Context: an optimization exercise on an open-source flow, tuned for small area, a short achievable clock period and few clock cycles. The choices shown serve that exercise and are no tape-out recipe.
In this exercise RTL edits were held to simulation tests only and were not proved equivalent to the original.
No activity file was given, so power comes from the tool's default toggle rates.

==> flow/design.v <==
module tc_engine (
    input  wire        clk,
    input  wire        rst,           
    input  wire        cmd_valid,
    output reg         cmd_ready,
    input  wire [1:0]  cmd_op,        
    input  wire [47:0] cmd_data,      
    input  wire [15:0] cmd_cent,      
    input  wire        cmd_midf,      
    output reg         done,
    output reg  [2:0]  done_evt,      
    output reg  [2:0]  eng_state,
    output reg         mode,
    output wire [3:0]  err_code,
    output reg  [5:0]  sec,
    output reg  [5:0]  min,
    output reg  [4:0]  hr,
    output wire [31:0] days,
    output reg  [1:0]  page,
    output reg  [15:0] cent,
    output reg         midf,
    output reg         bank,
    output wire [1:0]  blink,
    output reg         lcd_on,
    output wire [47:0] disp0,         
    output wire [47:0] disp1
);
    localparam [1:0] OP_TICK = 2'd0, OP_COMMIT = 2'd1, OP_LAUNCH = 2'd2, OP_RESTORE = 2'd3;
    localparam [2:0] ST_IDLE = 3'd0, ST_COUNTING = 3'd2, ST_UNLOCKING = 3'd3,
                     ST_TERMINAL = 3'd4, ST_ERROR = 3'd5;
    localparam [3:0] PH_IDLE = 4'd0, PH_COMMIT = 4'd1, PH_RV = 4'd2, PH_R1 = 4'd3,
                     PH_RC = 4'd4, PH_R2 = 4'd5, PH_RADD = 4'd6, PH_DD = 4'd7,
                     PH_DAY = 4'd8, PH_CENT = 4'd9, PH_CFIN = 4'd10;
    localparam [23:0] CD_BLANK = 24'hFFFFFF, CD_ERR = 24'hEAAFF2, CD_NINES = 24'h999999;
    function [6:0] f60;
        input [6:0] i;
        begin
            f60[0] = (i[0]);
            f60[1] = (!i[6] & !i[5] & !i[4] & !i[2] & i[1]) | (i[5] & !i[4] & !i[3] & !i[2] & !i[1]) | (i[6] & !i[4] & i[2] & !i[1]) | (i[5] & !i[4] & i[2] & i[1]) | (!i[6] & !i[5] & !i[4] & i[3]) | (i[6] & i[4] & !i[3] & !i[2] & !i[1]) | (i[5] & i[4] & !i[2] & i[1]) | (!i[6] & !i[5] & i[4] & i[2] & !i[1]) | (i[5] & i[4] & i[3]) | (i[6] & i[4] & i[2] & i[1]);
            f60[2] = (!i[6] & !i[5] & !i[4] & i[2] & !i[1]) | (i[6] & !i[4] & !i[3] & !i[2] & !i[1]) | (i[5] & !i[4] & !i[2] & i[1]) | (i[6] & !i[4] & i[2] & i[1]) | (i[5] & !i[4] & i[3]) | (!i[6] & !i[5] & i[4] & !i[3] & !i[2] & !i[1]) | (i[6] & i[4] & !i[2] & i[1]) | (i[5] & i[4] & i[2] & !i[1]) | (i[6] & i[4] & i[3]) | (!i[6] & !i[5] & i[4] & i[2] & i[1]);
            f60[3] = (!i[5] & !i[4] & i[2] & i[1]) | (!i[6] & !i[5] & i[3]) | (i[5] & !i[3] & !i[2]) | (i[6] & !i[4] & i[1]) | (i[6] & i[2]) | (i[6] & i[4] & i[3]) | (i[5] & i[4] & !i[3] & !i[1]) | (!i[6] & !i[5] & i[4] & !i[2] & !i[1]);
            f60[4] = (!i[6] & !i[5] & i[4] & i[1]) | (!i[6] & !i[5] & i[4] & i[2]) | (i[5] & !i[4] & !i[3] & !i[2]) | (i[6] & !i[4] & !i[3]) | (!i[6] & i[4] & i[3]) | (!i[6] & i[4] & i[2] & i[1]);
            f60[5] = (i[5] & i[2]) | (i[6] & !i[4] & !i[3]) | (i[5] & i[3]) | (i[5] & i[4]);
            f60[6] = (i[6] & i[3]) | (i[6] & i[4]);
        end
    endfunction
    function [9:0] f24;
        input [9:0] i;
        begin
            f24[0] = (i[0]);
            f24[1] = (i[9] & !i[5] & i[2] & !i[1]) | (i[9] & i[3]) | (!i[9] & !i[8] & i[5] & i[4] & !i[3] & !i[2] & !i[1]) | (i[9] & i[5] & !i[2] & i[1]) | (!i[8] & i[6] & !i[3] & !i[2] & !i[1]) | (i[8] & i[7] & !i[3] & !i[1]) | (i[7] & i[2] & !i[1]) | (!i[8] & i[7] & i[3]) | (i[8] & !i[7] & !i[6] & !i[5] & i[3]) | (i[6] & i[4] & !i[3] & !i[2] & !i[1]) | (i[8] & i[6] & !i[5] & i[2] & i[1]) | (i[6] & i[5] & !i[3] & !i[2] & !i[1]) | (i[8] & !i[6] & i[5] & i[1]) | (!i[9] & !i[8] & !i[7] & !i[6] & !i[4] & i[1]) | (!i[9] & !i[7] & !i[6] & !i[5] & !i[2] & i[1]) | (!i[8] & i[6] & i[4] & i[2] & !i[1]) | (!i[9] & !i[8] & !i[7] & !i[6] & i[2] & i[1]) | (i[7] & i[4] & i[3]) | (!i[8] & i[6] & i[5] & i[4] & i[3]) | (!i[8] & i[6] & i[5] & i[2] & !i[1]) | (i[6] & !i[5] & !i[4] & i[2] & i[1]) | (i[8] & i[5] & !i[4] & i[2] & i[1]) | (i[6] & i[5] & i[4] & i[2] & !i[1]) | (i[8] & i[6] & !i[5] & !i[4] & i[1]);
            f24[2] = (!i[9] & !i[8] & !i[7] & !i[6] & !i[5] & i[2]) | (i[8] & !i[7] & !i[6] & !i[5] & !i[3] & !i[2]) | (i[8] & i[7] & !i[4] & i[2] & !i[1]) | (i[9] & !i[5] & !i[4] & i[3]) | (!i[8] & i[7] & !i[4] & i[3]) | (i[8] & i[7] & i[4] & i[2] & i[1]) | (i[8] & i[7] & i[4] & i[3]) | (i[9] & i[5] & !i[3] & !i[2]) | (i[8] & !i[6] & i[5] & i[2]) | (!i[9] & !i[8] & !i[6] & i[5] & i[3]) | (!i[8] & i[6] & !i[5] & !i[4] & !i[3] & !i[2] & !i[1]) | (i[8] & i[6] & !i[5] & i[3]) | (!i[8] & i[6] & !i[5] & i[4] & !i[2] & i[1]) | (i[8] & i[6] & i[5] & !i[4] & !i[3] & !i[2] & !i[1]) | (!i[8] & i[6] & i[5] & !i[4] & !i[2] & i[1]) | (!i[8] & i[6] & i[5] & !i[4] & i[2] & !i[1]) | (i[8] & i[6] & i[5] & i[4] & !i[2] & i[1]) | (i[8] & i[5] & i[4] & i[2] & !i[1]) | (!i[8] & i[6] & i[5] & i[4] & i[2] & i[1]) | (!i[8] & !i[6] & !i[5] & !i[4] & i[2] & i[1]) | (i[8] & i[7] & !i[4] & !i[2] & i[1]) | (!i[9] & !i[8] & i[5] & i[4] & i[3]) | (i[8] & i[6] & !i[5] & i[4] & !i[2] & !i[1]) | (!i[8] & i[6] & !i[5] & i[4] & i[2] & !i[1]) | (!i[8] & !i[6] & i[5] & i[4] & !i[3] & !i[2] & !i[1]);
            f24[3] = (!i[8] & i[7] & !i[3] & !i[2] & !i[1]) | (i[9] & !i[5] & !i[3] & !i[2] & !i[1]) | (i[8] & !i[7] & !i[6] & !i[5] & i[2] & !i[1]) | (i[8] & i[7] & !i[4] & i[2] & i[1]) | (!i[9] & !i[8] & !i[7] & !i[6] & !i[5] & i[3]) | (i[9] & i[5] & i[2] & !i[1]) | (!i[8] & i[6] & !i[5] & !i[4] & !i[2] & i[1]) | (i[8] & i[6] & i[5] & !i[4] & !i[2] & i[1]) | (!i[8] & i[6] & i[5] & !i[4] & i[2] & i[1]) | (i[8] & !i[6] & i[5] & i[3]) | (!i[9] & !i[8] & !i[6] & i[5] & i[4] & !i[2] & i[1]) | (i[8] & i[6] & !i[5] & i[4] & !i[2] & i[1]) | (!i[8] & i[6] & !i[5] & i[4] & i[2] & i[1]) | (i[8] & i[6] & i[5] & i[4] & i[2] & i[1]);
            f24[4] = (i[9] & !i[5] & !i[4] & i[1]) | (i[9] & !i[5] & !i[4] & i[2]) | (i[9] & !i[4] & i[3]) | (i[9] & !i[4] & i[2] & i[1]) | (!i[8] & i[6] & !i[4] & !i[3] & !i[2]) | (i[7] & !i[4] & i[1]) | (i[8] & i[7] & !i[4] & !i[3]) | (i[7] & !i[4] & i[2]) | (i[8] & !i[6] & !i[5] & !i[4] & i[2] & i[1]) | (!i[8] & i[7] & !i[4] & i[3]) | (i[8] & !i[7] & !i[6] & !i[5] & !i[4] & i[3]) | (i[8] & i[6] & !i[5] & i[4] & i[2]) | (i[6] & i[5] & !i[4] & !i[3] & !i[2]) | (i[8] & !i[6] & i[5] & i[4]) | (!i[9] & !i[8] & !i[7] & !i[6] & !i[5] & i[4]) | (i[8] & i[6] & i[4] & i[3]) | (!i[8] & i[6] & i[5] & !i[4] & !i[3]) | (i[9] & i[4] & !i[3] & !i[2] & !i[1]) | (!i[6] & i[5] & i[4] & i[2] & !i[1]) | (i[8] & !i[7] & !i[6] & i[4] & !i[3] & !i[1]) | (i[6] & !i[5] & i[4] & i[3]) | (!i[9] & !i[6] & i[5] & i[4] & i[3]) | (i[9] & i[5] & i[4] & !i[3] & !i[2]) | (!i[9] & !i[6] & i[5] & i[4] & i[2]) | (i[8] & !i[7] & !i[6] & i[4] & !i[2] & i[1]) | (!i[8] & i[7] & i[4] & !i[3] & !i[2] & !i[1]);
            f24[5] = (i[8] & i[7] & !i[4] & i[3]) | (i[8] & i[7] & i[4] & !i[3] & !i[2] & !i[1]) | (!i[8] & i[7] & i[4] & !i[2] & i[1]) | (i[9] & !i[5] & i[4] & !i[2] & i[1]) | (!i[8] & i[7] & i[4] & i[2] & !i[1]) | (i[9] & !i[5] & i[4] & i[2] & !i[1]) | (i[8] & !i[7] & !i[6] & !i[5] & i[4] & i[2] & i[1]) | (i[8] & !i[7] & !i[6] & !i[5] & i[4] & i[3]) | (!i[9] & !i[8] & !i[6] & i[5] & !i[4] & !i[3] & !i[2]) | (i[9] & i[5] & i[4] & i[2] & i[1]) | (i[8] & i[6] & !i[5] & !i[4] & !i[3] & !i[2]) | (i[8] & i[6] & i[5] & !i[4] & i[2]) | (!i[8] & i[6] & !i[5] & !i[4] & i[2]) | (!i[8] & i[6] & i[5] & !i[4] & i[3]) | (!i[8] & i[6] & i[5] & i[4] & !i[3] & !i[2] & !i[1]) | (i[9] & i[5] & i[4] & i[3]);
            f24[6] = (i[9] & i[4] & i[2] & i[1]) | (i[9] & i[4] & i[3]) | (i[9] & i[5]) | (!i[6] & i[5] & i[2]) | (!i[6] & i[5] & i[3]) | (i[7] & !i[4]) | (i[7] & !i[3] & !i[2] & !i[1]) | (i[8] & !i[6] & i[5]) | (!i[6] & i[5] & i[4]) | (i[6] & !i[5] & !i[4] & !i[3] & !i[2]) | (i[5] & i[4] & i[3]) | (i[8] & i[5] & i[3]) | (i[8] & i[5] & i[4]) | (i[5] & i[4] & i[1]) | (i[5] & i[4] & i[2]) | (!i[8] & i[6] & !i[5] & !i[4] & !i[3]) | (!i[8] & i[7] & !i[3] & !i[2]) | (!i[8] & i[7] & i[2] & !i[1]);
            f24[7] = (i[6] & i[3]) | (i[6] & i[4]) | (i[7] & !i[4]) | (i[7] & !i[3] & !i[2] & !i[1]) | (i[8] & i[6] & i[2]) | (i[6] & i[5]) | (!i[8] & i[7] & !i[3] & !i[2]) | (!i[8] & i[7] & i[2] & !i[1]);
            f24[8] = (!i[8] & i[7] & i[4] & i[2] & i[1]) | (!i[8] & i[7] & i[4] & i[3]) | (i[8] & !i[7]) | (i[8] & !i[4]) | (i[8] & !i[3] & !i[2] & !i[1]);
            f24[9] = (i[9]) | (i[8] & i[7] & i[4] & i[1]) | (i[8] & i[7] & i[4] & i[3]) | (i[8] & i[7] & i[4] & i[2]);
        end
    endfunction
    function [7:0] yadd_s;
        input [6:0] i;
        begin
            yadd_s[0] = (i[0]);
            yadd_s[1] = (!i[3] & !i[2] & !i[1]) | (i[2] & i[1]);
            yadd_s[2] = (!i[2] & !i[1]);
            yadd_s[3] = (!i[2] & i[1]);
            yadd_s[4] = (!i[4] & i[2]) | (!i[4] & i[3]) | (i[4] & !i[3] & !i[2]);
            yadd_s[5] = (i[5] & i[4] & i[2]) | (i[6] & !i[4]) | (i[6] & !i[3] & !i[2]) | (i[5] & i[4] & i[3]);
            yadd_s[6] = (!i[6] & !i[5] & !i[4]) | (!i[6] & !i[5] & !i[3] & !i[2]) | (i[6] & i[4] & i[2]) | (i[6] & i[4] & i[3]);
            yadd_s[7] = (i[4] & i[2]) | (i[4] & i[3]) | (i[5]) | (i[6]);
        end
    endfunction
    function [7:0] yadd_m;
        input [7:0] i;
        begin
            yadd_m[0] = (i[7] & !i[0]) | (!i[7] & i[0]);
            yadd_m[1] = (i[7] & i[1] & i[0]) | (i[2] & !i[1] & !i[0]) | (!i[7] & i[2] & !i[1]) | (!i[7] & i[3]) | (i[3] & !i[0]);
            yadd_m[2] = (i[7] & i[2] & i[0]) | (i[2] & i[1]) | (!i[7] & i[3]) | (i[3] & !i[0]);
            yadd_m[3] = (!i[7] & !i[3] & !i[2] & !i[1]) | (!i[3] & !i[2] & !i[1] & !i[0]) | (i[7] & i[3] & i[0]);
            yadd_m[4] = (i[7] & !i[4] & i[0]) | (!i[4] & i[1]) | (!i[4] & i[2]) | (!i[4] & i[3]) | (!i[7] & i[4] & !i[3] & !i[2] & !i[1]) | (i[4] & !i[3] & !i[2] & !i[1] & !i[0]);
            yadd_m[5] = (i[5] & i[4] & i[3]) | (i[7] & i[5] & i[4] & i[0]) | (i[5] & i[4] & i[1]) | (i[5] & i[4] & i[2]) | (i[6] & !i[4]) | (!i[7] & i[6] & !i[3] & !i[2] & !i[1]) | (i[6] & !i[3] & !i[2] & !i[1] & !i[0]);
            yadd_m[6] = (!i[6] & !i[5] & !i[4]) | (!i[7] & !i[6] & !i[5] & !i[3] & !i[2] & !i[1]) | (i[6] & i[4] & i[1]) | (i[6] & i[4] & i[3]) | (!i[6] & !i[5] & !i[3] & !i[2] & !i[1] & !i[0]) | (i[7] & i[6] & i[4] & i[0]) | (i[6] & i[4] & i[2]);
            yadd_m[7] = (i[4] & i[1]) | (i[7] & i[4] & i[0]) | (i[4] & i[2]) | (i[4] & i[3]) | (i[5]) | (i[6]);
        end
    endfunction
    function [6:0] yadd_h;
        input [6:0] i;
        begin
            yadd_h[0] = (!i[6] & !i[0]) | (i[6] & i[0]);
            yadd_h[1] = (!i[3] & !i[2] & !i[1] & i[0]) | (i[6] & !i[3] & !i[2] & !i[1]) | (!i[6] & !i[2] & i[1] & !i[0]) | (i[6] & i[2] & i[1]) | (!i[6] & i[3] & !i[0]) | (i[2] & i[1] & i[0]);
            yadd_h[2] = (i[5] & i[1] & i[0]) | (i[6] & i[5] & i[1]) | (!i[5] & !i[3] & !i[2] & !i[1]) | (!i[4] & i[3] & i[0]) | (!i[6] & !i[5] & !i[3] & !i[2] & !i[0]) | (i[6] & !i[4] & i[3]);
            yadd_h[3] = (i[6] & !i[5] & !i[2] & i[1]) | (!i[5] & !i[2] & i[1] & i[0]) | (!i[6] & i[2] & !i[1] & !i[0]);
            yadd_h[4] = (!i[4] & i[2] & i[0]) | (i[6] & !i[4] & i[2]) | (!i[4] & i[2] & i[1]) | (!i[4] & i[3]) | (i[4] & !i[3] & !i[2]) | (!i[6] & i[4] & !i[3] & !i[1] & !i[0]);
            yadd_h[5] = (i[6] & i[4] & i[2]) | (!i[6] & i[4] & i[3] & !i[0]) | (i[4] & i[2] & i[0]) | (i[4] & i[2] & i[1]);
            yadd_h[6] = (i[5]) | (i[6] & i[4] & i[3]) | (i[4] & i[3] & i[0]);
        end
    endfunction
    function [19:0] mrom;
        input [5:0] i;
        begin
            mrom[0] = 1'b1;
            mrom[1] = 1'b1;
            mrom[2] = (i[5] & i[2] & i[1]) | (!i[5] & i[4] & i[1]) | (i[5] & !i[4] & !i[2] & i[0]) | (!i[5] & !i[3] & !i[1] & i[0]) | (!i[5] & !i[4] & !i[1] & !i[0]) | (i[5] & i[4] & !i[1] & !i[0]);
            mrom[3] = (!i[5] & !i[1] & i[0]) | (!i[4] & !i[3] & !i[2]) | (i[2] & i[1] & !i[0]) | (!i[5] & i[3]) | (i[3] & i[0]) | (i[5] & !i[2] & i[1]) | (i[5] & i[2] & !i[0]);
            mrom[4] = (!i[4] & !i[3] & !i[2] & !i[1]) | (i[2] & i[1]) | (i[1] & !i[0]) | (!i[5] & !i[3] & !i[1] & i[0]) | (i[5] & i[3] & !i[0]);
            mrom[5] = (!i[2] & i[1]) | (i[5] & !i[4] & !i[3] & !i[1]) | (!i[5] & !i[3] & !i[2] & i[0]) | (i[2] & !i[1] & !i[0]);
            mrom[6] = (!i[4]) | (!i[1] & !i[0]) | (i[5] & !i[1]);
            mrom[7] = (i[0]);
            mrom[8] = (!i[4] & !i[1]) | (i[4] & i[1]);
            mrom[9] = (!i[4] & !i[2] & !i[1]) | (i[2] & i[1]);
            mrom[10] = (!i[3] & !i[2] & !i[1]) | (i[4]);
            mrom[11] = (!i[4] & !i[3] & !i[2] & !i[1]);
            mrom[12] = (!i[4] & !i[3] & !i[2] & !i[1]);
            mrom[13] = (!i[4] & !i[3] & !i[2] & !i[1]);
            mrom[14] = (!i[4] & !i[3] & !i[2] & !i[1]);
            mrom[15] = (!i[4] & !i[3] & !i[2] & !i[1]);
            mrom[16] = (!i[4] & !i[3] & !i[2] & !i[1]);
            mrom[17] = (!i[4] & !i[3] & !i[2] & !i[1]);
            mrom[18] = (!i[4] & !i[3] & !i[2] & !i[1]);
            mrom[19] = (!i[4] & !i[3] & !i[2] & !i[1]);
        end
    endfunction
    function [5:0] b2b6;
        input [6:0] i;
        begin
            b2b6[0] = (i[0]);
            b2b6[1] = (!i[4] & i[1]) | (i[4] & !i[1]);
            b2b6[2] = (!i[5] & !i[4] & i[2]) | (!i[5] & i[4] & !i[2] & i[1]) | (i[5] & !i[4] & !i[2]) | (i[5] & !i[2] & !i[1]) | (!i[5] & i[2] & !i[1]) | (i[5] & i[4] & i[2] & i[1]);
            b2b6[3] = (!i[6] & !i[4] & i[3]) | (i[5] & !i[4] & i[2]) | (i[6] & !i[4] & !i[3]) | (i[6] & i[4] & i[3]) | (i[6] & i[2] & i[1]) | (!i[6] & !i[5] & i[4] & !i[3] & !i[2]) | (i[5] & i[4] & !i[3] & !i[2] & !i[1]) | (!i[6] & !i[5] & i[4] & !i[3] & !i[1]);
            b2b6[4] = (!i[5] & i[4] & i[2] & i[1]) | (!i[5] & i[4] & i[3]) | (i[5] & !i[4]) | (i[6] & i[3]) | (i[5] & !i[3] & !i[2] & !i[1]) | (i[6] & i[4]);
            b2b6[5] = (i[5] & i[4] & i[1]) | (i[5] & i[4] & i[2]) | (i[5] & i[4] & i[3]) | (i[6]);
        end
    endfunction
    function [4:0] b2b5;
        input [5:0] i;
        begin
            b2b5[0] = (i[0]);
            b2b5[1] = (!i[4] & i[1]) | (i[4] & !i[1]);
            b2b5[2] = (i[5]) | (!i[4] & i[2]) | (i[4] & !i[2] & i[1]) | (i[2] & !i[1]);
            b2b5[3] = (!i[4] & i[3]) | (i[4] & !i[3] & !i[2]) | (i[4] & !i[3] & !i[1]);
            b2b5[4] = (i[5]) | (i[4] & i[3]) | (i[4] & i[2] & i[1]);
        end
    endfunction
    function [6:0] glyph;
        input [3:0] i;
        begin
            glyph[0] = (!i[3] & i[1]) | (i[3] & !i[1]) | (i[2] & !i[1] & i[0]) | (i[2] & i[1] & !i[0]) | (!i[3] & !i[2] & !i[0]);
            glyph[1] = (!i[3] & !i[2]) | (!i[1] & !i[0]) | (!i[3] & i[1] & i[0]) | (!i[2] & i[0]);
            glyph[2] = (!i[1]) | (!i[3] & i[2]) | (!i[3] & i[0]);
            glyph[3] = (i[2] & !i[1] & i[0]) | (i[3] & !i[1]) | (!i[3] & i[1] & !i[0]) | (!i[2] & i[1] & i[0]) | (i[2] & i[1] & !i[0]) | (!i[3] & !i[2] & !i[0]);
            glyph[4] = (!i[2] & !i[0]) | (i[1] & !i[0]);
            glyph[5] = (!i[1] & !i[0]) | (i[2] & !i[1]) | (i[2] & !i[0]) | (i[3] & !i[1]);
            glyph[6] = (!i[2] & i[1]) | (i[2] & !i[1]) | (i[2] & !i[0]) | (i[3] & !i[2]);
        end
    endfunction
    function [3:0] add3;
        input [3:0] i;
        begin
            add3[0] = (i[3] & !i[0]) | (!i[3] & !i[2] & i[0]) | (i[2] & i[1] & !i[0]);
            add3[1] = (i[3] & !i[0]) | (!i[2] & i[1]) | (i[1] & i[0]);
            add3[2] = (i[3] & i[0]) | (i[2] & !i[1] & !i[0]);
            add3[3] = (i[2] & i[0]) | (i[3]) | (i[2] & i[1]);
        end
    endfunction
    function [3:0] inc10;
        input [3:0] i;
        begin
            inc10[0] = (!i[0]) | (i[3] & i[1]);
            inc10[1] = (!i[3] & !i[1] & i[0]) | (i[1] & !i[0]);
            inc10[2] = (!i[2] & i[1] & i[0]) | (i[2] & !i[1]) | (i[2] & !i[0]);
            inc10[3] = (i[3] & !i[0]) | (!i[3] & i[2] & i[1] & i[0]);
        end
    endfunction
    function [3:0] dec10;
        input [3:0] i;
        begin
            dec10[0] = (!i[0]);
            dec10[1] = (i[3] & !i[0]) | (i[1] & i[0]) | (i[2] & !i[1] & !i[0]);
            dec10[2] = (i[3] & !i[0]) | (i[2] & i[0]) | (i[2] & i[1]);
            dec10[3] = (!i[3] & !i[2] & !i[1] & !i[0]) | (i[3] & i[0]);
        end
    endfunction
    function [4:0] ud9;
        input [4:0] i;
        begin
            ud9[0] = (!i[0]);
            ud9[1] = (!i[4] & i[1] & i[0]) | (!i[4] & i[2] & !i[1] & !i[0]) | (!i[4] & i[3] & !i[0]) | (i[4] & !i[3] & !i[1] & i[0]) | (i[4] & i[1] & !i[0]);
            ud9[2] = (!i[4] & i[3] & !i[0]) | (i[4] & !i[2] & i[1] & i[0]) | (i[2] & !i[1] & i[0]) | (i[2] & i[1] & !i[0]) | (i[4] & i[2] & !i[0]) | (!i[4] & i[2] & i[0]);
            ud9[3] = (!i[4] & !i[3] & !i[2] & !i[1] & !i[0]) | (i[4] & i[3] & !i[0]) | (!i[4] & i[3] & i[0]) | (i[4] & i[2] & i[1] & i[0]);
            ud9[4] = (!i[4] & !i[3] & !i[2] & !i[1] & !i[0]) | (i[4] & i[3] & i[0]);
        end
    endfunction
    function [3:0] ud5;
        input [3:0] i;
        begin
            ud5[0] = (!i[0]);
            ud5[1] = (i[3] & !i[2] & !i[1] & i[0]) | (i[3] & i[1] & !i[0]) | (!i[3] & i[1] & i[0]) | (!i[3] & i[2] & !i[0]);
            ud5[2] = (!i[3] & !i[2] & !i[1] & !i[0]) | (i[3] & i[1] & i[0]) | (i[3] & i[2] & !i[0]) | (!i[3] & i[2] & i[0]);
            ud5[3] = (!i[3] & !i[2] & !i[1] & !i[0]) | (i[3] & i[2] & i[0]);
        end
    endfunction
    function [6:0] udh;
        input [6:0] i;
        begin
            udh[0] = (!i[0]);
            udh[1] = (!i[6] & !i[5] & !i[4] & !i[1] & !i[0]) | (i[6] & !i[3] & !i[1] & i[0]) | (i[6] & i[1] & !i[0]) | (!i[6] & i[1] & i[0]) | (!i[6] & i[3] & !i[0]) | (!i[6] & i[2] & !i[1] & !i[0]);
            udh[2] = (i[6] & !i[5] & !i[2] & i[1] & i[0]) | (!i[6] & i[3] & !i[0]) | (!i[6] & i[2] & i[1]) | (i[2] & !i[1] & i[0]) | (i[6] & i[2] & !i[0]);
            udh[3] = (!i[6] & i[5] & !i[1] & !i[0]) | (i[6] & i[2] & i[1] & i[0]) | (i[6] & i[3] & !i[0]) | (!i[6] & i[4] & !i[3] & !i[2] & !i[1] & !i[0]) | (!i[6] & i[3] & i[0]);
            udh[4] = (i[4] & i[1]) | (!i[6] & i[5] & !i[1] & !i[0]) | (i[6] & !i[4] & i[3] & i[0]) | (i[4] & i[2]) | (!i[6] & i[4] & i[0]) | (i[6] & i[4] & !i[0]) | (i[6] & i[4] & !i[3]) | (!i[6] & i[4] & i[3]);
            udh[5] = (!i[6] & !i[5] & !i[4] & !i[3] & !i[2] & !i[1] & !i[0]) | (i[6] & i[4] & i[3] & i[0]) | (i[6] & i[5] & !i[0]) | (!i[6] & i[5] & i[1]) | (i[5] & !i[1] & i[0]);
            udh[6] = (!i[6] & !i[5] & !i[4] & !i[3] & !i[2] & !i[1] & !i[0]) | (i[6] & i[5] & i[1] & i[0]);
        end
    endfunction
    function [19:0] yrom;
        input [3:0] i;
        begin
            yrom[0] = (i[0]);
            yrom[1] = (!i[2] & i[1]) | (i[2] & !i[1]);
            yrom[2] = (!i[3] & !i[2] & i[0]) | (!i[3] & !i[1] & i[0]) | (!i[3] & i[2] & i[1] & !i[0]) | (i[3] & !i[2] & !i[0]) | (i[3] & !i[1] & !i[0]) | (i[3] & i[2] & i[1] & i[0]);
            yrom[3] = (!i[3] & !i[2] & i[1]) | (i[3] & !i[1] & i[0]) | (!i[2] & i[1] & !i[0]) | (!i[3] & i[1] & !i[0]);
            yrom[4] = (!i[2] & !i[1] & i[0]) | (i[2] & !i[1] & !i[0]) | (i[2] & i[1] & i[0]) | (!i[3] & !i[2] & i[0]) | (!i[3] & i[2] & i[1]);
            yrom[5] = (!i[3] & !i[2] & !i[1] & i[0]) | (!i[3] & i[1] & !i[0]) | (!i[3] & i[2] & i[1]) | (i[3] & !i[1] & !i[0]) | (i[3] & i[2] & !i[1]) | (i[3] & i[2] & !i[0]);
            yrom[6] = (!i[3] & i[1] & !i[0]) | (i[2] & !i[1] & i[0]) | (i[3] & i[0]);
            yrom[7] = (!i[1] & i[0]) | (i[3] & i[1] & !i[0]);
            yrom[8] = (!i[2] & i[0]) | (!i[2] & i[1]) | (i[2] & !i[1] & !i[0]);
            yrom[9] = (!i[3] & !i[2] & i[1] & !i[0]) | (!i[3] & i[2] & i[0]) | (i[3] & !i[2] & i[0]) | (i[3] & i[2] & !i[0]) | (i[3] & !i[1] & !i[0]);
            yrom[10] = (!i[3] & !i[1] & i[0]) | (i[2] & i[1] & !i[0]) | (!i[2] & !i[1] & i[0]) | (i[3] & i[1] & !i[0]) | (i[3] & i[2] & i[1]);
            yrom[11] = (!i[2] & i[1] & !i[0]) | (i[2] & !i[1] & !i[0]) | (i[2] & i[1] & i[0]) | (!i[3] & i[2] & i[0]);
            yrom[12] = (!i[3] & !i[2] & i[1] & i[0]) | (!i[3] & i[2] & !i[1]) | (i[3] & !i[2] & !i[1]) | (i[3] & i[2] & i[1]) | (i[3] & i[1] & !i[0]) | (i[2] & !i[1] & i[0]);
            yrom[13] = (i[2] & !i[1]) | (i[3] & !i[1]) | (i[3] & !i[0]) | (i[3] & i[2]);
            yrom[14] = (!i[3] & i[2] & i[1]) | (i[3] & !i[2] & !i[1]) | (i[3] & !i[2] & !i[0]);
            yrom[15] = (i[3] & i[1] & i[0]) | (i[3] & i[2]);
            yrom[16] = 1'b0;
            yrom[17] = 1'b0;
            yrom[18] = 1'b0;
            yrom[19] = 1'b0;
        end
    endfunction
    function [19:0] crom;
        input [1:0] i;
        begin
            crom[0] = (i[0]);
            crom[1] = (i[1]);
            crom[2] = (i[0]);
            crom[3] = (!i[1] & i[0]) | (i[1] & !i[0]);
            crom[4] = (i[1] & !i[0]);
            crom[5] = (!i[1] & i[0]);
            crom[6] = (i[1] & !i[0]);
            crom[7] = (!i[1] & i[0]);
            crom[8] = (i[1] & !i[0]);
            crom[9] = (!i[1] & i[0]);
            crom[10] = (i[0]) | (i[1]);
            crom[11] = (i[0]) | (i[1]);
            crom[12] = (i[1] & !i[0]);
            crom[13] = (i[1] & i[0]);
            crom[14] = 1'b0;
            crom[15] = (i[0]);
            crom[16] = (i[1]);
            crom[17] = 1'b0;
            crom[18] = 1'b0;
            crom[19] = 1'b0;
        end
    endfunction
    function [19:0] radd;
        input [19:0] a, b;
        input        ci;
        reg c;
        integer i;
        begin
            c = ci;
            for (i = 0; i < 20; i = i + 1) begin
                radd[i] = a[i] ^ b[i] ^ c;
                c = (a[i] & b[i]) | (c & (a[i] ^ b[i]));
            end
        end
    endfunction
    function [23:0] dd2;
        input [23:0] x;
        input [1:0]  b;
        reg [23:0] y;
        integer k;
        begin
            for (k = 0; k < 6; k = k + 1) y[4*k +: 4] = add3(x[4*k +: 4]);
            y = {y[22:0], b[1]};
            for (k = 0; k < 6; k = k + 1) y[4*k +: 4] = add3(y[4*k +: 4]);
            dd2 = {y[22:0], b[0]};
        end
    endfunction
    function [23:0] page_inc;
        input [23:0] x;
        reg c;
        integer k;
        begin
            c = 1'b1;
            for (k = 0; k < 6; k = k + 1) begin
                page_inc[4*k +: 4] = c ? inc10(x[4*k +: 4]) : x[4*k +: 4];
                c = c & (x[4*k +: 4] == 4'd9);
            end
        end
    endfunction
    function [23:0] blank_lead;
        input [23:0] x;
        reg lead;
        integer k;
        begin
            lead = 1'b1;
            for (k = 5; k >= 0; k = k - 1) begin
                if (x[4*k +: 4] != 4'd0 || k == 0) lead = 1'b0;
                blank_lead[4*k +: 4] = lead ? 4'hF : x[4*k +: 4];
            end
        end
    endfunction
    function ge1e6;
        input [19:0] v;
        reg gt, eq;
        integer i;
        reg [19:0] c;
        begin
            c = 20'd1000000; gt = 1'b0; eq = 1'b1;
            for (i = 19; i >= 0; i = i - 1) begin
                gt = gt | (eq & v[i] & !c[i]);
                eq = eq & (v[i] == c[i]);
            end
            ge1e6 = gt | eq;
        end
    endfunction
    reg [23:0] cd;                    
    reg [19:0] dys;                   
    reg [23:0] dbcd;                  
    reg [15:0] dic;                   
    reg        errf;                  
    reg        blinkf;                
    reg [3:0]  ph;
    reg [3:0]  cnt;
    reg        flag;                  
    reg [3:0]  qreg;                  
    reg        yl;                    
    reg        mflag;                 
    assign days = {12'd0, dys};
    assign err_code = {2'b00, errf, 1'b0};
    assign blink = {blinkf, 1'b0};
    genvar gp;
    generate
        for (gp = 0; gp < 6; gp = gp + 1) begin : g_disp
            assign disp0[8*gp +: 8] = {1'b0, glyph(cd[4*gp +: 4])};
            assign disp1[8*gp +: 8] = {1'b0, glyph(dbcd[4*gp +: 4])};
        end
    endgenerate
    wire [3:0] s_o = cd[3:0],   s_t = cd[7:4];
    wire [3:0] m_o = cd[11:8],  m_t = cd[15:12];
    wire [3:0] h_o = cd[19:16], h_t = cd[23:20];
    wire hms_one  = cd == 24'd1;
    wire dys_zero = dys == 20'd0;
    wire [4:0] t0 = ud9({mode, s_o});
    wire [3:0] t1 = ud5({mode, s_t[2:0]});
    wire [4:0] t2 = ud9({mode, m_o});
    wire [3:0] t3 = ud5({mode, m_t[2:0]});
    wire [6:0] th = udh({mode, h_t[1:0], h_o});
    wire e1 = t0[4], e2 = e1 & t1[3], e3 = e2 & t2[4], e4 = e3 & t3[3];
    wire full = e4 & th[6];
    wire [23:0] cd_tick = {e4 ? {2'b00, th[5:0]} : cd[23:16],
                           e3 ? {1'b0, t3[2:0]} : m_t, e2 ? t2[3:0] : m_o,
                           e1 ? {1'b0, t1[2:0]} : s_t, t0[3:0]};
    wire [23:0] bsrc = (ph == PH_IDLE) ? cd_tick : cd;
    wire [5:0]  b_sec = b2b6({bsrc[6:4], bsrc[3:0]});
    wire [5:0]  b_min = b2b6({bsrc[14:12], bsrc[11:8]});
    wire [4:0]  b_hr  = b2b5({bsrc[21:20], bsrc[19:16]});
    wire [1:0] pg_rot = (dys_zero && !full) ? 2'd0 : (page == 2'd2) ? 2'd0 : page + 2'd1;
    wire [3:0] cx = dbcd[19:16];      
    wire [1:0] cu = dbcd[21:20];      
    wire [6:0] fs = f60({s_t[2:0], s_o});
    wire [6:0] fm = f60({m_t[2:0], m_o});
    wire [3:0] xh = (cu == 2'd1) ? cx : fm[6:3];
    wire [9:0] fh = f24({h_t[1:0], h_o, xh});
    wire [7:0] ys = yadd_s({s_t[2:0], s_o});
    wire [7:0] ym = yadd_m({ys[7], m_t[2:0], m_o});
    wire [6:0] yh = yadd_h({ym[7], h_t[1:0], h_o});
    wire [3:0] cq = (cu == 2'd2) ? cx : fh[9:6];     
    wire       c5x = !dys_zero && !flag;              
    wire [3:0] ya = dbcd[23:20], yb = dbcd[19:16];
    wire [3:0] mt = dbcd[15:12], mo = dbcd[11:8];
    wire [3:0] dt = dbcd[7:4],   dn = dbcd[3:0];
    wire leap = !yb[0] && (yb[1] == ya[0]);
    wire feb = (mt == 4'd0) && (mo == 4'd2);
    wire m31 = (mt == 4'd0) ? (mo == 4'd1 || mo == 4'd3 || mo == 4'd5 || mo == 4'd7 || mo == 4'd8)
                            : (mo == 4'd0 || mo == 4'd2);
    wire digs_ok = (ya <= 4'd9) && (yb <= 4'd9) && (mo <= 4'd9) && (dn <= 4'd9)
                && (h_o <= 4'd9) && (m_o <= 4'd9) && (s_o <= 4'd9);
    wire mm_ok = (mt == 4'd0) ? (mo != 4'd0) : (mt == 4'd1) && (mo <= 4'd2);
    wire dd_ok = (dt <= 4'd2) ? ((dt != 4'd0 || dn != 4'd0) && !(feb && dt == 4'd2 && dn == 4'd9 && !leap))
               : (dt == 4'd3) && ((dn == 4'd0 && !feb) || (dn == 4'd1 && m31));
    wire hh_ok = (h_t <= 4'd1) || (h_t == 4'd2 && h_o <= 4'd3);
    wire ts_ok = digs_ok && mm_ok && dd_ok && hh_ok && (m_t <= 4'd5) && (s_t <= 4'd5);
    wire yhi = (ya >= 4'd5);          
    wire [1:0] k2 = cnt[1:0];
    wire cent_big = (cent[15:5] != 11'd0) || (cent[4:2] == 3'b111);
    wire take = cmd_valid && cmd_ready;
    reg        n_ready, n_done, n_mode, n_errf, n_midf, n_bank, n_blinkf, n_lcd;
    reg        n_flag, n_yl, n_mflag;
    reg [3:0]  n_qreg;
    reg        n_bin;                 
    reg [2:0]  n_evt, n_st;
    reg [3:0]  n_ph;
    reg [1:0]  n_page;
    reg [3:0]  n_cnt;
    reg [15:0] n_cent, n_dic;
    reg [19:0] n_dys;
    reg [23:0] n_cd, n_dbcd;
    reg        bzero;
    reg [19:0] a_op, b_op;
    reg        c_in;
    reg [19:0] sum;
    reg [23:0] t24;
    always @(*) begin
        n_ready = cmd_ready; n_done = 1'b0; n_evt = done_evt;
        n_st = eng_state; n_mode = mode; n_errf = errf; n_page = page;
        n_cent = cent; n_midf = midf; n_bank = bank; n_blinkf = blinkf; n_lcd = lcd_on;
        n_cd = cd; n_dys = dys; n_dbcd = dbcd; n_dic = dic;
        n_ph = ph; n_cnt = cnt; n_flag = flag; n_yl = yl; n_mflag = mflag; n_qreg = qreg;
        n_bin = 1'b0; bzero = 1'b0;
        a_op = dys; b_op = 20'd0; c_in = 1'b0;
        t24 = 24'd0;
        case (ph)
        PH_IDLE: begin
            if (mode) c_in = 1'b1; else b_op = 20'hFFFFF;        
        end
        PH_DAY: begin
            a_op = {4'd0, dic}; c_in = 1'b1;
        end
        PH_CENT: begin
            a_op = {4'd0, cent}; c_in = 1'b1;
        end
        PH_COMMIT: begin
            if (yl) begin
                b_op = 20'd365; c_in = yh[6];
            end else if (c5x) begin
                a_op = {dys[17:0], 2'b00}; b_op = dys;
            end else begin
                a_op = {dys[18:0], 1'b0}; b_op = {16'd0, qreg};
            end
        end
        PH_RV: begin
            a_op = {4'd0, dic}; c_in = mflag && !yhi;
        end
        PH_R1: begin
            a_op = (cnt == 4'd3) ? 20'd0 : {dys[18:0], 1'b0};
            case ({ya[k2], yb[k2]})
                2'b00: b_op = 20'd0;
                2'b01: b_op = 20'd1461;
                2'b10: b_op = 20'd14610;
                default: b_op = 20'd16071;
            endcase
        end
        PH_RC: begin
            case (k2)
                2'd2: b_op = mrom({leap, mt[0], mo});
                2'd1: b_op = {13'd0, dt[1:0], dt[1:0], 3'b000};
                default: b_op = {14'd0, dn, 2'b00};
            endcase
        end
        PH_R2: begin
            a_op = {dys[18:0], 1'b0};
            b_op = cent[cnt[2:0]] ? 20'd36525 : 20'd0;
        end
        default: begin  
            b_op = {4'd0, dic};
        end
        endcase
        sum = radd(a_op, b_op, c_in);
        case (ph)
        PH_IDLE: if (take) begin
            case (cmd_op)
            OP_TICK: begin
                n_done = 1'b1; n_evt = 3'b000;
                if (eng_state == ST_COUNTING && !mode) begin
                    if (full && dys_zero) begin
                        n_st = ST_UNLOCKING; n_evt = 3'b001;
                    end else begin
                        n_cd = cd_tick; n_bin = 1'b1;
                        if (full) n_dys = sum;
                        if (hms_one && dys_zero) begin
                            n_st = ST_UNLOCKING; n_evt = 3'b001;
                        end
                    end
                end else if (eng_state == ST_COUNTING && mode) begin
                    n_cd = cd_tick; n_bin = 1'b1;
                    if (full) begin
                        n_done = 1'b0; n_ready = 1'b0; n_ph = PH_DAY;
                    end
                    if (full && dbcd == CD_NINES) begin
                        n_st = ST_TERMINAL; n_dys = 20'd0; n_page = 2'd0;
                        n_cd = CD_NINES; bzero = 1'b1; n_dbcd = CD_BLANK;
                        n_blinkf = 1'b1; n_bank = 1'b0; n_lcd = 1'b1;
                    end else begin
                        if (full) begin
                            n_dys = sum; n_dbcd = page_inc(dbcd);
                        end
                        n_page = pg_rot;
                        if (pg_rot != 2'd2) begin
                            n_bank = pg_rot[0]; n_lcd = 1'b1;
                        end else n_lcd = 1'b0;
                    end
                end
            end
            default: begin  
                n_ready = 1'b0;
                n_cd = cmd_data[23:0]; n_dbcd = cmd_data[47:24]; n_dic = cmd_cent; n_mflag = cmd_midf;
                n_ph = PH_RV; n_cnt = {2'b00, cmd_op};
            end
            endcase
        end
        PH_COMMIT: begin
            if (yl) begin
                n_cd = {2'b00, yh[5:4], yh[3:0], 1'b0, ym[6:4], ym[3:0], 1'b0, ys[6:4], ys[3:0]};
                n_dys = sum;
                if (cx == 4'd1) n_yl = 1'b0;
                n_dbcd[19:16] = cx - 4'd1;
            end else if (flag) begin
                n_dys = sum; n_flag = 1'b0;
                if (cu == 2'd3 && cx != 4'd0) n_yl = 1'b1;
            end else begin
                n_cd = {2'b00, fh[5:4], fh[3:0], 1'b0, fm[2:0], fs[6:3], 1'b0, fs[2:0],
                        (cu == 2'd0) ? cx : 4'd0};
                if (c5x) begin
                    n_dys = sum; n_flag = 1'b1; n_qreg = cq;
                end else begin
                    n_dys = {16'd0, cq};
                    if (cu == 2'd3 && cx != 4'd0) n_yl = 1'b1;
                end
            end
            if (yl ? (cx == 4'd1) : (flag || !c5x) && !(cu == 2'd3 && cx != 4'd0)) begin
                n_dbcd[19:0] = {dbcd[15:0], 4'd0};
                n_cnt = cnt - 4'd1;
                if (cnt == 4'd0) n_ph = PH_CFIN;
            end
        end
        PH_CFIN: begin
            n_st = ST_COUNTING; n_mode = 1'b0; n_page = 2'd0;
            n_bank = 1'b0; n_lcd = 1'b1; n_blinkf = 1'b0;
            n_dbcd = CD_BLANK; n_bin = 1'b1;
            n_ph = PH_IDLE; n_done = 1'b1; n_ready = 1'b1;
        end
        PH_RV: begin
            if (cnt[1:0] == OP_LAUNCH) begin
                n_done = 1'b1; n_evt = 3'b010; n_ready = 1'b1; n_ph = PH_IDLE;
                n_cd = 24'd0; bzero = 1'b1; n_dys = 20'd0; n_cent = 16'd0; n_midf = 1'b0;
                n_dbcd = 24'hFFFFF0; n_dic = 16'd0;
                n_mode = 1'b1; n_page = 2'd0; n_st = ST_COUNTING;
                n_bank = 1'b0; n_lcd = 1'b1; n_blinkf = 1'b0;
            end else if (cnt[1:0] == OP_COMMIT) begin
                n_evt = 3'b010;
                n_cd = 24'd0; n_dys = 20'd0; n_dbcd = {2'b00, cd[21:0]};
                n_ph = PH_COMMIT; n_cnt = 4'd4; n_flag = 1'b0; n_yl = 1'b0;
            end else if (!ts_ok) begin
                n_st = ST_ERROR; n_errf = 1'b1;
                n_blinkf = 1'b1; n_bank = 1'b0; n_lcd = 1'b1;
                n_cd = CD_ERR; n_dbcd = CD_BLANK; n_evt = 3'b000;
                n_ph = PH_IDLE; n_done = 1'b1; n_ready = 1'b1;
            end else begin
                n_cent = sum[15:0]; n_midf = yhi;
                n_evt = {mflag ^ yhi, 2'b00};
                n_ph = PH_R1; n_cnt = 4'd3;
            end
        end
        PH_R1: begin
            n_dys = sum;
            if (cnt != 4'd3 && cent_big) begin
                n_st = ST_TERMINAL; n_dys = 20'd0; n_page = 2'd0;
                n_cd = CD_NINES; bzero = 1'b1; n_dbcd = CD_BLANK;
                n_blinkf = 1'b1; n_bank = 1'b0; n_lcd = 1'b1;
                n_ph = PH_IDLE; n_done = 1'b1; n_ready = 1'b1;
            end
            if (!(cnt != 4'd3 && cent_big)) begin
                n_cnt = cnt - 4'd1;
                if (cnt == 4'd0) begin n_ph = PH_RC; n_cnt = 4'd2; end
            end
        end
        PH_RC: begin
            n_dys = sum;
            n_cnt = cnt - 4'd1;
            if (cnt == 4'd0) begin
                n_dic = sum[17:2]; n_dys = 20'd0;
                n_ph = PH_R2; n_cnt = 4'd4;
            end
        end
        PH_R2: begin
            n_dys = sum;
            n_cnt = cnt - 4'd1;
            if (cnt == 4'd0) n_ph = PH_RADD;
        end
        PH_RADD: begin
            n_dys = sum; n_dbcd = 24'd0;
            n_ph = PH_DD; n_cnt = 4'd9;
        end
        PH_DAY: begin
            n_dic = sum[15:0];
            n_ph = PH_IDLE; n_done = 1'b1; n_ready = 1'b1;
            if (sum[15:0] == 16'd36525) begin
                n_dic = 16'd0; n_midf = 1'b0; n_evt = 3'b100;
                n_ph = PH_CENT; n_done = 1'b0; n_ready = 1'b0;
            end else if (sum[15:0] == 16'd18263 && !midf) begin
                n_midf = 1'b1; n_evt = 3'b100;
            end
        end
        PH_CENT: begin
            n_cent = sum[15:0];
            n_ph = PH_IDLE; n_done = 1'b1; n_ready = 1'b1;
        end
        default: begin  
            t24 = dd2(dbcd, dys[19:18]);
            n_dbcd = t24;
            n_dys = {dys[17:0], dys[19:18]};
            n_cnt = cnt - 4'd1;
            if (cnt == 4'd9 && ge1e6(dys)) begin
                n_st = ST_TERMINAL; n_dys = 20'd0; n_page = 2'd0;
                n_cd = CD_NINES; bzero = 1'b1; n_dbcd = CD_BLANK;
                n_blinkf = 1'b1; n_bank = 1'b0; n_lcd = 1'b1;
                n_ph = PH_IDLE; n_done = 1'b1; n_ready = 1'b1;
            end else if (cnt == 4'd0) begin
                n_dbcd = blank_lead(t24);
                n_st = ST_COUNTING; n_mode = 1'b1; n_page = 2'd0;
                n_bank = 1'b0; n_lcd = 1'b1; n_blinkf = 1'b0; n_bin = 1'b1;
                n_ph = PH_IDLE; n_done = 1'b1; n_ready = 1'b1;
            end
        end
        endcase
    end
    always @(posedge clk) begin
        if (rst) begin
            cmd_ready <= 1'b1;
            done <= 1'b0; done_evt <= 3'b000;
            eng_state <= ST_IDLE; mode <= 1'b0; errf <= 1'b0;
            sec <= 6'd0; min <= 6'd0; hr <= 5'd0;
            dys <= 20'd0; page <= 2'd0; cent <= 16'd0; midf <= 1'b0;
            bank <= 1'b0; blinkf <= 1'b0; lcd_on <= 1'b0;
            cd <= CD_BLANK; dbcd <= CD_BLANK;
            ph <= PH_IDLE;
        end else begin
            cmd_ready <= n_ready; done <= n_done; done_evt <= n_evt;
            eng_state <= n_st; mode <= n_mode; errf <= n_errf;
            page <= n_page; cent <= n_cent; midf <= n_midf;
            bank <= n_bank; blinkf <= n_blinkf; lcd_on <= n_lcd;
            cd <= n_cd; dys <= n_dys; dbcd <= n_dbcd;
            ph <= n_ph;
            if (bzero) begin
                sec <= 6'd0; min <= 6'd0; hr <= 5'd0;
            end else if (n_bin) begin
                sec <= b_sec; min <= b_min; hr <= b_hr;
            end
        end
        dic <= n_dic; cnt <= n_cnt; flag <= n_flag; yl <= n_yl; mflag <= n_mflag; qreg <= n_qreg;
    end
endmodule
==> flow/flow/run.sh <==
#!/bin/bash
# Layout flow: the standard synthesis (standard.sh synth); then ABC maps the
# combinational logic of that netlist again, for area, with every register cell
# kept as it is (same cells, same instance names); then the standard layout
# (standard.sh) on that netlist, with sky130 buf_1 cells as the port buffers.
# Each tool's output goes to a log file of its own in this folder.
set -euo pipefail
R=orfs/results/${FLOW_PLATFORM}/tc_engine/base
LIB=${FLOW_HOME}/platforms/${FLOW_PLATFORM}/lib/sky130_fd_sc_hd__tt_025C_1v80.lib
YOSYS=${FLOW_HOME}/../tools/install/yosys/bin/yosys
export BUFFER_PORTS_ARGS="-buffer_cell sky130_fd_sc_hd__buf_1"

bash standard.sh synth > standard_synth.log 2>&1

cp "$R/1_2_yosys.v" standard_1_2_yosys.v
sed -e "s#LIB#$LIB#g" -e "s#NETLIST#standard_1_2_yosys.v#" -e "s#TOP#$FLOW_TOP#g" \
    -e "s#OUT#$R/1_2_yosys.v#" flow/resynth.ys > resynth_run.ys
"$YOSYS" -s resynth_run.ys > resynth.log 2>&1
rm -f "$R/1_synth.odb" "$R/1_synth.sdc"

bash standard.sh > standard_layout.log 2>&1
==> flow/flow/resynth.ys <==
read_liberty -ignore_miss_func LIB
read_verilog NETLIST
hierarchy -top TOP
setattr -mod -set blackbox 1 sky130_fd_sc_hd__*df*
flatten
opt -purge
abc -liberty LIB -script "+strash;&get,-n;&fraig,-x;&put;scorr;dc2;dretime;strash;&get,-n;&dch,-f;&nf,-R,1000;&put;" -dont_use sky130_fd_sc_hd__lpflow_* -dont_use sky130_fd_sc_hd__probe*
splitnets
opt_clean -purge
hilomap -singleton -hicell sky130_fd_sc_hd__conb_1 HI -locell sky130_fd_sc_hd__conb_1 LO
insbuf -buf sky130_fd_sc_hd__buf_4 A X
rename -hide w:*.*
rename -enumerate
select -module TOP
write_verilog -noattr -nohex -nodec -selected OUT
==> flow/standard.sh <==
#!/bin/bash
# synth_recipe.tcl (not shown) runs the flow's synth.tcl, then flattens the netlist and writes it again
# the make line also repeats each setting of config.mk as NAME=value (left out here)
make -C /OpenROAD-flow-scripts/flow DESIGN_CONFIG=/design/flow/config.mk WORK_HOME=/design/flow/orfs CLKGATE_MAP_FILE= SYNTH_SCRIPT=/design/flow/synth_recipe.tcl "${@:-finish}"
==> flow/config.mk <==
export PLATFORM = sky130hd
export DESIGN_NAME = tc_engine
export DESIGN_NICKNAME = tc_engine
export VERILOG_FILES = /design/flow/design.v
export SDC_FILE = /design/flow/constraint.sdc
export NUM_CORES = 4
export LEC_CHECK = 0
export CAP_MARGIN = 20
export CORE_MARGIN = 2
export CORE_UTILIZATION = 40
export CTS_BUF_LIST = sky130_fd_sc_hd__clkbuf_4 sky130_fd_sc_hd__clkbuf_8
export SETUP_SLACK_MARGIN = 2
export SLEW_MARGIN = 20
==> flow/constraint.sdc <==
create_clock -name core_clock -period 60.0 [get_ports {clk}]
set_input_delay 12.0000 -clock core_clock [delete_from_list [all_inputs] [get_ports {clk}]]
set_output_delay 12.0000 -clock core_clock [all_outputs]
set_load 0.01 [all_outputs]
==> impl_metrics.prom, run 1 <==
# TYPE chip_impl_metric gauge
chip_impl_info{name="timing.critical_path.from_type",value="register"} 1
chip_impl_metric{name="chipHeight",unit="um"} 199
chip_impl_metric{name="cts.reportedPaths.clkPinSlew",unit="ns"} 0.09
chip_impl_metric{name="number_of_design_rule_violations_left_after_detail_routing",unit=""} 0
chip_impl_info{name="grt_setup_unrepaired",value="false"} 1
chip_impl_metric{name="gr-usage-all-layers",unit=""} 0.362
chip_impl_metric{name="core_area",unit="um2"} 37600
chip_impl_metric{name="multi_input_comb_area",unit="um2"} 11200
chip_impl_metric{name="worst_hold_path.num_cells",unit=""} 2
chip_impl_metric{name="via_count",unit=""} 20200
chip_impl_metric{name="finalCriticalPeriod",unit="ns"} 14.63
chip_impl_metric{name="diodes",unit=""} 0
chip_impl_info{name="crit_type",value="reg -> out"} 1
chip_impl_metric{name="crit_required",unit="ns"} 48.00
chip_impl_metric{name="hpwlAfterDp",unit="um"} 54600
chip_impl_metric{name="final-seq-area",unit="um2"} 3230
chip_impl_metric{name="num-nets-final",unit=""} 2602
chip_impl_metric{name="ctsResizeCount",unit=""} 0
chip_impl_metric{name="cp_max_fo",unit=""} 18
chip_impl_info{name="class_of_the_most_critical_hold_timing_path",value="reg -> reg"} 1
chip_impl_metric{name="placement.io_buffers",unit=""} 222
chip_impl_metric{name="post-route-util",unit=""} 0.449
chip_impl_metric{name="setup.reg_to_reg.worst_slack",unit="ns"} 48.59
chip_impl_metric{name="cpPeakStageDelay",unit="ns"} 0.78
chip_impl_metric{name="max-clock-path-buffers",unit=""} 2
chip_impl_metric{name="grt_pass1_vias",unit=""} 17600
chip_impl_metric{name="crit_arrival",unit="ns"} 2.63
chip_impl_metric{name="drt-pass1-iter-count",unit=""} 8
chip_impl_metric{name="filler_cell_count",unit=""} 4082
chip_impl_metric{name="cts_hold_buffers",unit=""} 0
chip_impl_metric{name="tritoncts.num_buffers",unit=""} 17
chip_impl_metric{name="area_delta_synth_final",unit="%"} 11.1
chip_impl_metric{name="vdd_ir_drop_max",unit="mV"} 0.0378
chip_impl_metric{name="worst_skew_pair.late_latency",unit="ns"} 0.52
chip_impl_metric{name="p_leak",unit="nW"} 5.93
chip_impl_info{name="cts_root_buf",value="clkbuf_8"} 1
chip_impl_metric{name="wl_per_cell",unit="um"} 24.1
chip_impl_metric{name="grt_antenna_before_repair",unit=""} 0
chip_impl_metric{name="number_of_cells_produced_by_synthesis",unit=""} 2303
chip_impl_metric{name="yosysWarningCount",unit=""} 1
chip_impl_metric{name="worst-path-buf-inv",unit=""} 2
chip_impl_metric{name="fmaxAchievable",unit="GHz"} 0.0683
chip_impl_info{name="worstPathCellList",value="clkinv_1, nand2_1, and2_0, o21ai_0, a221o_1, buf_1"} 1
chip_impl_info{name="run_status",value="finished clean"} 1
chip_impl_metric{name="total_die_area",unit="um2"} 39600
chip_impl_metric{name="timing.final.crit_share",unit=""} 0.244
chip_impl_metric{name="tightestPinTransition",unit="ns"} 1.18
chip_impl_metric{name="cts.repair_timing.setup_buffer_count",unit=""} 0
chip_impl_info{name="mostFrequentLayoutCell",value="nand2_1"} 1
chip_impl_metric{name="worstRegToRegCells",unit=""} 35
chip_impl_info{name="reg2reg_to",value="done_evt[1]$_SDFFE_PP0P_"} 1
chip_impl_metric{name="totalPowerFinal",unit="mW"} 1.25
chip_impl_info{name="final_cell_mix",value="330 x nand2_1, 297 x nor2_1, 273 x a21oi_1, 265 x o21ai_0, 221 x buf_1"} 1
chip_impl_metric{name="finalClockSkew",unit="ns"} 0.0260
chip_impl_metric{name="routed_via_density",unit=""} 6.61
chip_impl_metric{name="power_per_unit_of_standard_cell_area",unit="nW/um2"} 74.3
chip_impl_metric{name="setup-tns-final",unit="ns"} 0
chip_impl_info{name="critical-path-top-delay-family",value="flip-flops"} 1
chip_impl_metric{name="drtIter0Drc",unit=""} 2751
chip_impl_metric{name="share_of_cells_above_drive_strength_1",unit=""} 0.0369
chip_impl_metric{name="initial_core_utilization",unit=""} 0.404
chip_impl_metric{name="setup-violations-final",unit=""} 0
chip_impl_metric{name="antenna_violating_nets_post_route",unit=""} 0
chip_impl_metric{name="cell_area_after_synthesis",unit="um2"} 15200
chip_impl_metric{name="die_width",unit="um"} 199
chip_impl_metric{name="grt_overflow_total",unit=""} 0
chip_impl_metric{name="pin_count",unit=""} 251
chip_impl_metric{name="critical_path_depth",unit=""} 6
chip_impl_info{name="timing.rr.start",value="ph[3]$_SDFFE_PP0P_"} 1
chip_impl_info{name="worstSetupEndpointType",value="primary output"} 1
chip_impl_info{name="crit_path_top_delay_cell",value="dfxtp_1"} 1
chip_impl_metric{name="drv.max_cap_violation_count",unit=""} 0
chip_impl_metric{name="wire_length_of_the_first_global_routing_pass",unit="um"} 110000
chip_impl_info{name="clock_tree_from_tritoncts",value="done"} 1
chip_impl_info{name="worst_setup_path_startpoint",value="cd[1]$_SDFFE_PP1P_"} 1
chip_impl_metric{name="drv_slew",unit=""} 0
chip_impl_metric{name="clock_sink_count",unit=""} 148
chip_impl_metric{name="number_of_placement_rows",unit=""} 71
chip_impl_metric{name="gp_congestion",unit=""} 0.989
chip_impl_metric{name="max-slew-margin-rel",unit=""} 0.205
chip_impl_info{name="endpoint",value="disp0[3]"} 1
chip_impl_metric{name="synth.avg_cell_area",unit="um2"} 6.60
chip_impl_metric{name="hold_viol_final",unit=""} 0
chip_impl_metric{name="h-tree-depth",unit=""} 4
chip_impl_metric{name="fin_hold_ws",unit="ns"} 0.443
chip_impl_metric{name="wl",unit="um"} 73800
chip_impl_metric{name="grt_start_max_net_pins",unit=""} 69
metal layers:
layer,GRT usage,vias up,share of wire
met5,0,-,0
met4,0.143,0,0.041
met3,0.0721,167,0.13
met2,0.528,1432,0.42
met1,0.519,9507,0.41
li1,-,9103,-
final cells by class:
| cell class | instances | area share |
|---|---|---|
| clock buffer | 24 | 0.0184 |
| inverter | 62 | 0.0138 |
| sequential | 148 | 0.192 |
| multi-input combinational | 2029 | 0.663 |
| clock inverter | 8 | 0.00296 |
| timing repair buffer | 274 | 0.0727 |
| tap | 511 | 0.0379 |
flip-flops by register name, summed over array words and instances (netlist names), 4 cells and up:
name / count
cd: 24
dbcd: 24
dys: 20
cent: 16
dic: 16
min: 6
sec: 6
hr: 5
cnt: 4
ph: 4
qreg: 4
tightest hold or removal path, stage by stage, from the launching register on:
cell and delay [ns]:
dfxtp_1 0.32, nand2_1 0.05, nand2_1 0.04
stage by stage:
step                      std cells  cell area (um2)  worst slack, ns
after floorplan                2330            15300            44.88
after CTS                      3056            16900            45.43
after global placement         3024            16500            45.46
after detailed placement       3024            16500            45.39
after global routing           3056            16900            45.19
final                          3056            16900            45.37
power breakdown:
| part | total (mW) | switching (mW) | internal [mW] |
|---|---|---|---|
| Sequential | 0.220 | 0.0802 | 0.140 |
| Combinational | 0.955 | 0.653 | 0.302 |
| Clock | 0.0785 | 0.0443 | 0.0342 |
| Total | 1.25 | 0.777 | 0.477 |
how the worst min path moves through the flow:
stage	startpoint	end	slack [ns]
2_1_floorplan	hr[3]$_SDFFE_PP0P_	hr[3]$_SDFFE_PP0P_	0.42
3_3_place_gp	min[5]$_SDFFE_PP0P_	min[5]$_SDFFE_PP0P_	0.43
3_5_place_dp	sec[5]$_SDFFE_PP0P_	sec[5]$_SDFFE_PP0P_	0.43
4_1_cts	sec[5]$_SDFFE_PP0P_	sec[5]$_SDFFE_PP0P_	0.45
5_1_grt	sec[5]$_SDFFE_PP0P_	sec[5]$_SDFFE_PP0P_	0.47
6_report	min[5]$_SDFFE_PP0P_	min[5]$_SDFFE_PP0P_	0.44
Testbench counts, summed over its fixed seeds: cycles 27,498.
==> run 2, diff against run 1 <==
--- a/flow/design.v
+++ b/flow/design.v
@@ -461,8 +461,8 @@
             endcase
         end
         PH_R2: begin
-            a_op = {dys[18:0], 1'b0};
-            b_op = cent[cnt[2:0]] ? 20'd36525 : 20'd0;
+            a_op = {dys[17:0], 2'b00};
+            b_op = crom((cnt[1:0] == 2'd2) ? cent[5:4] : (cnt[1:0] == 2'd1) ? cent[3:2] : cent[1:0]);
         end
         default: begin  
             b_op = {4'd0, dic};
@@ -582,7 +582,7 @@
             n_cnt = cnt - 4'd1;
             if (cnt == 4'd0) begin
                 n_dic = sum[17:2]; n_dys = 20'd0;
-                n_ph = PH_R2; n_cnt = 4'd4;
+                n_ph = PH_R2; n_cnt = 4'd2;
             end
         end
         PH_R2: begin
==> run 2 against run 1 <==
  * Global-route usage grew 0.54 points
  * Final cell count shrank 2.4%
  * Still clean
  * Die area shrank 1.3%
  * Highest routed layer is now met5
==> impl_metrics.prom, run 2 <==
# TYPE chip_impl_metric gauge
chip_impl_info{name="run_status",value="finished clean"} 1
chip_impl_info{name="crit_type",value="reg -> out"} 1
chip_impl_metric{name="finalClockSkew",unit="ns"} 0.0349
chip_impl_info{name="timing.rr.start",value="ph[1]$_SDFFE_PP0P_"} 1
chip_impl_info{name="grt_setup_unrepaired",value="false"} 1
chip_impl_info{name="critical-path-top-delay-family",value="flip-flops"} 1
chip_impl_metric{name="p_seq_frac",unit=""} 0.174
chip_impl_metric{name="antenna_violating_nets_post_route",unit=""} 0
chip_impl_info{name="worst_setup_path_startpoint",value="dbcd[18]$_SDFFE_PP1P_"} 1
chip_impl_metric{name="via_count",unit=""} 20000
chip_impl_info{name="timing.critical_path.from_type",value="register"} 1
chip_impl_metric{name="sw_frac_of_total",unit=""} 0.616
chip_impl_metric{name="crit_required",unit="ns"} 48.00
chip_impl_metric{name="number_of_cells_produced_by_synthesis",unit=""} 2271
chip_impl_metric{name="placement.io_buffers",unit=""} 222
chip_impl_metric{name="cts.repair_timing.setup_buffer_count",unit=""} 0
chip_impl_info{name="clock_tree_from_tritoncts",value="done"} 1
chip_impl_metric{name="worstRegToRegCells",unit=""} 37
chip_impl_metric{name="cpPeakStageDelay",unit="ns"} 0.83
chip_impl_metric{name="worst_skew_pair.late_latency",unit="ns"} 0.53
chip_impl_metric{name="setup-tns-final",unit="ns"} 0
chip_impl_metric{name="drv_slew",unit=""} 0
chip_impl_metric{name="chipHeight",unit="um"} 198
chip_impl_metric{name="gr-usage-all-layers",unit=""} 0.368
chip_impl_metric{name="share_of_cells_above_drive_strength_1",unit=""} 0.0366
chip_impl_info{name="cts_root_buf",value="clkbuf_8"} 1
chip_impl_metric{name="fmaxAchievable",unit="GHz"} 0.0675
chip_impl_metric{name="initial_core_utilization",unit=""} 0.408
chip_impl_metric{name="timing.final.crit_share",unit=""} 0.247
chip_impl_metric{name="drtIter0Drc",unit=""} 3303
chip_impl_metric{name="total_die_area",unit="um2"} 39100
chip_impl_metric{name="gp_congestion",unit=""} 1.04
chip_impl_metric{name="routed_via_density",unit=""} 6.70
chip_impl_metric{name="finalCriticalPeriod",unit="ns"} 14.82
chip_impl_metric{name="wire_length_of_the_first_global_routing_pass",unit="um"} 110000
chip_impl_metric{name="power.internal",unit="mW"} 0.490
chip_impl_metric{name="p_switching",unit="mW"} 0.785
chip_impl_metric{name="grt_start_max_net_pins",unit=""} 55
chip_impl_info{name="class_of_the_most_critical_hold_timing_path",value="reg -> reg"} 1
chip_impl_metric{name="grt_pass1_vias",unit=""} 17900
chip_impl_metric{name="h-tree-depth",unit=""} 4
chip_impl_metric{name="drv.max_cap_violation_count",unit=""} 0
chip_impl_info{name="reg2reg_to",value="done_evt[0]$_SDFFE_PP0P_"} 1
chip_impl_metric{name="grt_antenna_before_repair",unit=""} 3
chip_impl_info{name="mostFrequentLayoutCell",value="nand2_1"} 1
chip_impl_metric{name="cp_max_fo",unit=""} 16
chip_impl_metric{name="clock_sink_count",unit=""} 148
chip_impl_metric{name="power_per_unit_of_standard_cell_area",unit="nW/um2"} 76.4
chip_impl_metric{name="core_area",unit="um2"} 36800
==> run 2: worst register-to-register path, delay by kind of cell (launching register included) <==
kind | cells | cell delay (ns)
AO/OA/AOI/OAI | 12 | 3.03
AND/OR/NAND/NOR | 12 | 2.82
adder cells (fa/ha/maj) | 5 | 1.74
buffers and inverters | 7 | 1.56
flip-flops | 1 | 0.74
XOR/XNOR | 1 | 0.55
==> run 2: routing by layer <==
metal / GRT usage / wire (um)
met5: 0 / 69
met4: 0.177 / 3770
met3: 0.0763 / 8750
met1: 0.511 / 30400
met2: 0.538 / 30800
==> run 2: through the flow <==
stage                      util  hold slack [ns]  cell area, um2  total power, mW
after floorplan               -            0.426           15100            0.818
after global placement    0.441            0.440           16200             1.14
after detailed placement  0.442            0.442           16200             1.14
after CTS                 0.454            0.463           16700             1.24
after global routing      0.454            0.509           16700             1.36
final                     0.454            0.457           16700             1.28
==> run 2: final cells by class <==
| type | instances | area share |
|---|---|---|
| antenna | 2 | 0.000300 |
| clock buffer | 18 | 0.0145 |
| clock inverter | 14 | 0.0121 |
| inverter | 50 | 0.0112 |
| multi-input combinational | 2009 | 0.660 |
| sequential | 148 | 0.194 |
| tap | 468 | 0.0351 |
| timing repair buffer | 273 | 0.0729 |
==> run 2: power groups by stage <==
| stage | sequential, mW | clock (mW) | combinational (mW) |
|---|---|---|---|
| 2_1_floorplan | 0.209 | 0 | 0.610 |
| 3_3_place_gp | 0.219 | 0 | 0.918 |
| 3_5_place_dp | 0.219 | 0 | 0.924 |
| 4_1_cts | 0.217 | 0.0940 | 0.928 |
| 5_1_grt | 0.226 | 0.0974 | 1.04 |
| 6_report | 0.222 | 0.0941 | 0.959 |
==> run 2: worst min path at each step <==
| stage | from | to | slack [ns] | depth (start not counted) |
|---|---|---|---|---|
| after floorplan | hr[0]$_SDFFE_PP0P_ | hr[0]$_SDFFE_PP0P_ | 0.43 | 2 |
| after global placement | min[2]$_SDFFE_PP0P_ | min[2]$_SDFFE_PP0P_ | 0.44 | 2 |
| after detailed placement | hr[0]$_SDFFE_PP0P_ | hr[0]$_SDFFE_PP0P_ | 0.44 | 2 |
| after CTS | hr[0]$_SDFFE_PP0P_ | hr[0]$_SDFFE_PP0P_ | 0.46 | 2 |
| after global routing | sec[2]$_SDFFE_PP0P_ | sec[2]$_SDFFE_PP0P_ | 0.51 | 2 |
| final | hr[0]$_SDFFE_PP0P_ | hr[0]$_SDFFE_PP0P_ | 0.46 | 2 |
Testbench counts of run 2, summed over its fixed seeds: cycles 27,322.

[re-timing with driven ports]
Ports are ideal in the flow. The routed layouts listed here were re-timed in OpenROAD.
Step 1 (the two cells are an assumption about what drives the block):
set clk [get_ports {clk}]
set_driving_cell -lib_cell sky130_fd_sc_hd__clkbuf_16 $clk
set_driving_cell -lib_cell sky130_fd_sc_hd__buf_2 [delete_from_list [all_inputs] $clk]
Step 2 moves the port delays by t, midway between the first and last clock arrival at a register: inputs arrive t later, outputs are due t later. That takes back most of the time a late clock gives input paths.
a / b / c = ideal / step 1 / step 2; a / b = the first two.
| run | t (ns) | slack for setup (ns) | worst slew at a driven data input, ns |
|---|---|---|---|
| run 1 | 0.558 | 45.368 / 45.314 / 45.289 | 0.06 |
| run 2 | 0.574 | 45.178 / 45.120 / 44.745 | 0.08 |
After both steps setup and hold are still met in every run listed. For run 2, which loses most, drivers alone change the setup slack by -0.058 ns; drivers and shift together by -0.433 ns.
